From an optimization exercise on the open Yosys and OpenROAD flow, aimed at small area; shortcuts taken in it are not production practice.
Function was checked by simulation only, so behaviour that the tests miss may differ from the original.
Power figures rest on the tool's default switching activity, not on a simulated workload.

## v24
Design link_rx, start of the top module:
module link_rx (
    input  wire        clk,
    input  wire        rst,
    input  wire [6:0]  local_addr_in,
    input  wire        rx_valid,
    input  wire [7:0]  rx_data,
    input  wire        rx_timeout,
    output reg         hd_valid,
    output wire [7:0]  hd_receiver,
    output wire [7:0]  hd_sender,
    output wire [7:0]  hd_type,
    output wire [7:0]  hd_len,
    output wire        pl_valid,
    output wire [63:0] pl_data,
    output reg         fe_valid,
    output wire [1:0]  fe_code
);
    localparam [7:0] MARKER    = 8'hFF;
    localparam [7:0] START     = 8'h02;
    localparam [7:0] STOP      = 8'h03;
    localparam [7:0] BROADCAST = 8'h7F;
    localparam [1:0] POS_SCAN = 2'd0;
    localparam [1:0] POS_CW   = 2'd1;
    localparam [1:0] POS_END  = 2'd2;
    reg [6:0]  local_addr;
    reg [1:0]  bm_pos;
    reg [3:0]  bm_nib;         
    reg        bm_have_upper;
    reg [3:0]  bm_upper;
    reg [2:0]  fa_hdr;         
    reg        fa_start_ok;    
    reg        fa_match;       
    reg        fa_bcast;       
    reg [7:0]  fa_sender;
    reg [7:0]  fa_type;
    reg [7:0]  fa_len;
    reg [7:0]  fa_pc;          
    reg [31:0]   asm_q;        
    reg [2047:0] ring;         
    reg [3:0]    ph;           
    reg        hd_bcast;
    reg        hd_pend;
    reg        rd_active;
    reg [4:0]  rd_beat;
    reg [4:0]  rd_last;
    wire [3:0] dec_nibble;
    hamming_decoder u_dec (.cw(rx_data[6:0]), .nibble(dec_nibble));
    wire is_marker = (rx_data == MARKER);
    wire good_unit = rx_valid && (bm_pos == POS_END) && is_marker;
    wire push      = good_unit && bm_have_upper;
    wire [7:0] push_byte = {bm_upper, bm_nib};
    wire in_payload = (fa_hdr == 3'd5);
    wire last_byte  = in_payload && (fa_pc == fa_len);
    wire complete   = push && last_byte;
    wire delims_ok  = fa_start_ok && (push_byte == STOP);
    wire pl_push    = push && in_payload && !last_byte;
    wire [4:0] kc = fa_pc[7:3];
  ...
Size: ~3200 cells after synthesis, about 120 I/O pins, about 49000 sq um of cells after synthesis.
clock: 10.0 ns
lec_check: 0
abc_area: 1
cap_margin: 20
core_margin: 2
core_utilization: 40
cts_buf_list: sky130_fd_sc_hd__clkbuf_4
slew_margin: 20
run.sh (not shown) runs the stock make flow with config.mk's settings and CLKGATE_MAP_FILE= SYNTH_SCRIPT=/design/flow/synth_recipe.tcl, a recipe that flattens the netlist after the stock synthesis.
Changes in v35 relative to v24:
- a change of CTS_BUF_LIST from sky130_fd_sc_hd__clkbuf_4 to sky130_fd_sc_hd__clkbuf_8
- an added CTS_CLUSTER_SIZE of 30
- a change of CORE_UTILIZATION from 40 to 60
- Summary of v35 over v24: die height has decreased; hold slack up 0.076 ns.
- Against v24, number of nets at the end of the flow in v35 fell by a few percent.
- On global-route usage: v35 sits above v24.
- Number of global-route vias before repair: v35 vs v24 down 2.1%
- v35 and v24 ended up with roughly the same overall power consumption.

* * *

Setup of the previous run:
Another version of the RTL of link_rx (not shown whole).
clock: 10.0 ns
lec_check: 0
cap_margin: 20
core_margin: 2
core_utilization: 60
slew_margin: 20
standard.sh (not shown) runs the stock make flow with config.mk's settings and CLKGATE_MAP_FILE= SYNTH_SCRIPT=/design/flow/synth_recipe.tcl, a recipe that flattens the netlist after the stock synthesis.
==> flow/flow/run.sh <==
#!/bin/bash
# Standard layout with three changes:
#  - after the standard synthesis, the combinational cells are re-mapped
#    with an area-oriented ABC script (flow/area.abc) (flip-flops, their names and cell
#    types are kept as the standard synthesis made them);
#  - a smaller clock tree (leaf clusters of 16 sinks on clkbuf_8, no dummy
#    loads);
#  - buf_1 as the port buffer cell.
set -euo pipefail
export CTS_ARGS="-sink_clustering_enable -repair_clock_nets -dont_use_dummy_load -sink_clustering_size 16 -sink_clustering_max_diameter 100 -buf_list sky130_fd_sc_hd__clkbuf_8"
export BUFFER_PORTS_ARGS="-buffer_cell sky130_fd_sc_hd__buf_1"

bash standard.sh synth > synth.log 2>&1

PLAT=$FLOW_HOME/platforms/sky130hd
LIB=$PLAT/lib/sky130_fd_sc_hd__tt_025C_1v80.lib
R=orfs/results/sky130hd/link_rx/base
YOSYS=$(command -v yosys || echo "$FLOW_HOME/../tools/install/yosys/bin/yosys")
DU=$(sed -n '/DONT_USE_CELLS/,/^$/p' $PLAT/config.mk | grep -o 'sky130_fd_sc_hd__[a-z0-9_]*' | sed 's/^/-dont_use /' | tr '\n' ' ')
cp $R/1_2_yosys.v std_synth.v
sed -e "s#@LIB@#$LIB#g" -e "s#@DU@#$DU#" -e "s#@IN@#std_synth.v#" -e "s#@OUT@#$R/1_2_yosys.v#" -e "s#@ABC@#flow/area.abc#" flow/resyn.ys > resyn.ys
"$YOSYS" -s resyn.ys > resyn.log 2>&1
rm -f $R/1_synth.odb $R/1_synth.sdc

bash standard.sh > standard.log 2>&1
==> flow/flow/area.abc <==
strash; dc2; dch -f; amap; topo; dnsize
==> flow/flow/resyn.ys <==
# Re-map the standard synthesis's combinational cells for area; the
# flip-flop and tie cells stay as they are.
read_liberty -ignore_miss_func @LIB@
read_verilog @IN@
hierarchy -top link_rx
setattr -mod -set keep_hierarchy 1 sky130_fd_sc_hd__dfxtp_1 sky130_fd_sc_hd__edfxtp_1 sky130_fd_sc_hd__conb_1
flatten
opt -purge
abc -liberty @LIB@ @DU@ -script @ABC@
opt_clean -purge
stat -liberty @LIB@
select -module link_rx
write_verilog -noattr -selected @OUT@
Changes in the current run relative to the previous run:
-- flow/flow/run.sh --
<<< the previous run, line 2
# Standard layout with three changes:
#  - after the standard synthesis, the combinational cells are re-mapped
#    with an area-oriented ABC script (flow/area.abc) (flip-flops, their names and cell
#    types are kept as the standard synthesis made them);
#  - a smaller clock tree (leaf clusters of 16 sinks on clkbuf_8, no dummy
>>> the current run, line 2
# Standard layout with three changes:
#  - after the standard synthesis, the combinational cells are re-mapped
#    with an area-oriented ABC script (flip-flops, their names and cell
#    types are kept as the standard synthesis made them);
#  - a smaller clock tree (leaf clusters of 16 sinks on clkbuf_8, no dummy
==> flow/flow/area.abc <==
strash; dch -f; map -a; topo; dnsize
The run showing the smaller data arrival time at the worst-slack endpoint is the current run. The area added between synthesis and finish on the previous run is in line with that on the current run. Re sequential share of layout area: the current run is 0.63 points down on the previous run.

[what the ideal ports hide]
The flow's constraints put no driver on any port. The routed layouts listed below were extracted and timed again, unchanged, in two steps. Step 1 assumes that a clkbuf_16 drives the clock port and a buf_2 every other input. Step 2 also shifts input and output timing later by t, the mid clock arrival at the registers, as if the neighbouring blocks saw the same clock. Slacks: ideal / step 1 / step 2; pairs: ideal / step 1.
| run | t, ns | slack for setup (ns) | worst setup path after step 2 |
|---|---|---|---|
| v24 | 1.275 | 2.942 / 2.876 / 4.151 | register to output |
| v35 | 0.969 | 3.236 / 3.167 / 4.136 | register to output |
| the previous run | 0.836 | 2.608 / 2.542 / 3.377 | register to output |
| the current run | 0.847 | 3.497 / 3.438 / 4.284 | register to output |
After both steps every run listed still meets setup and hold.
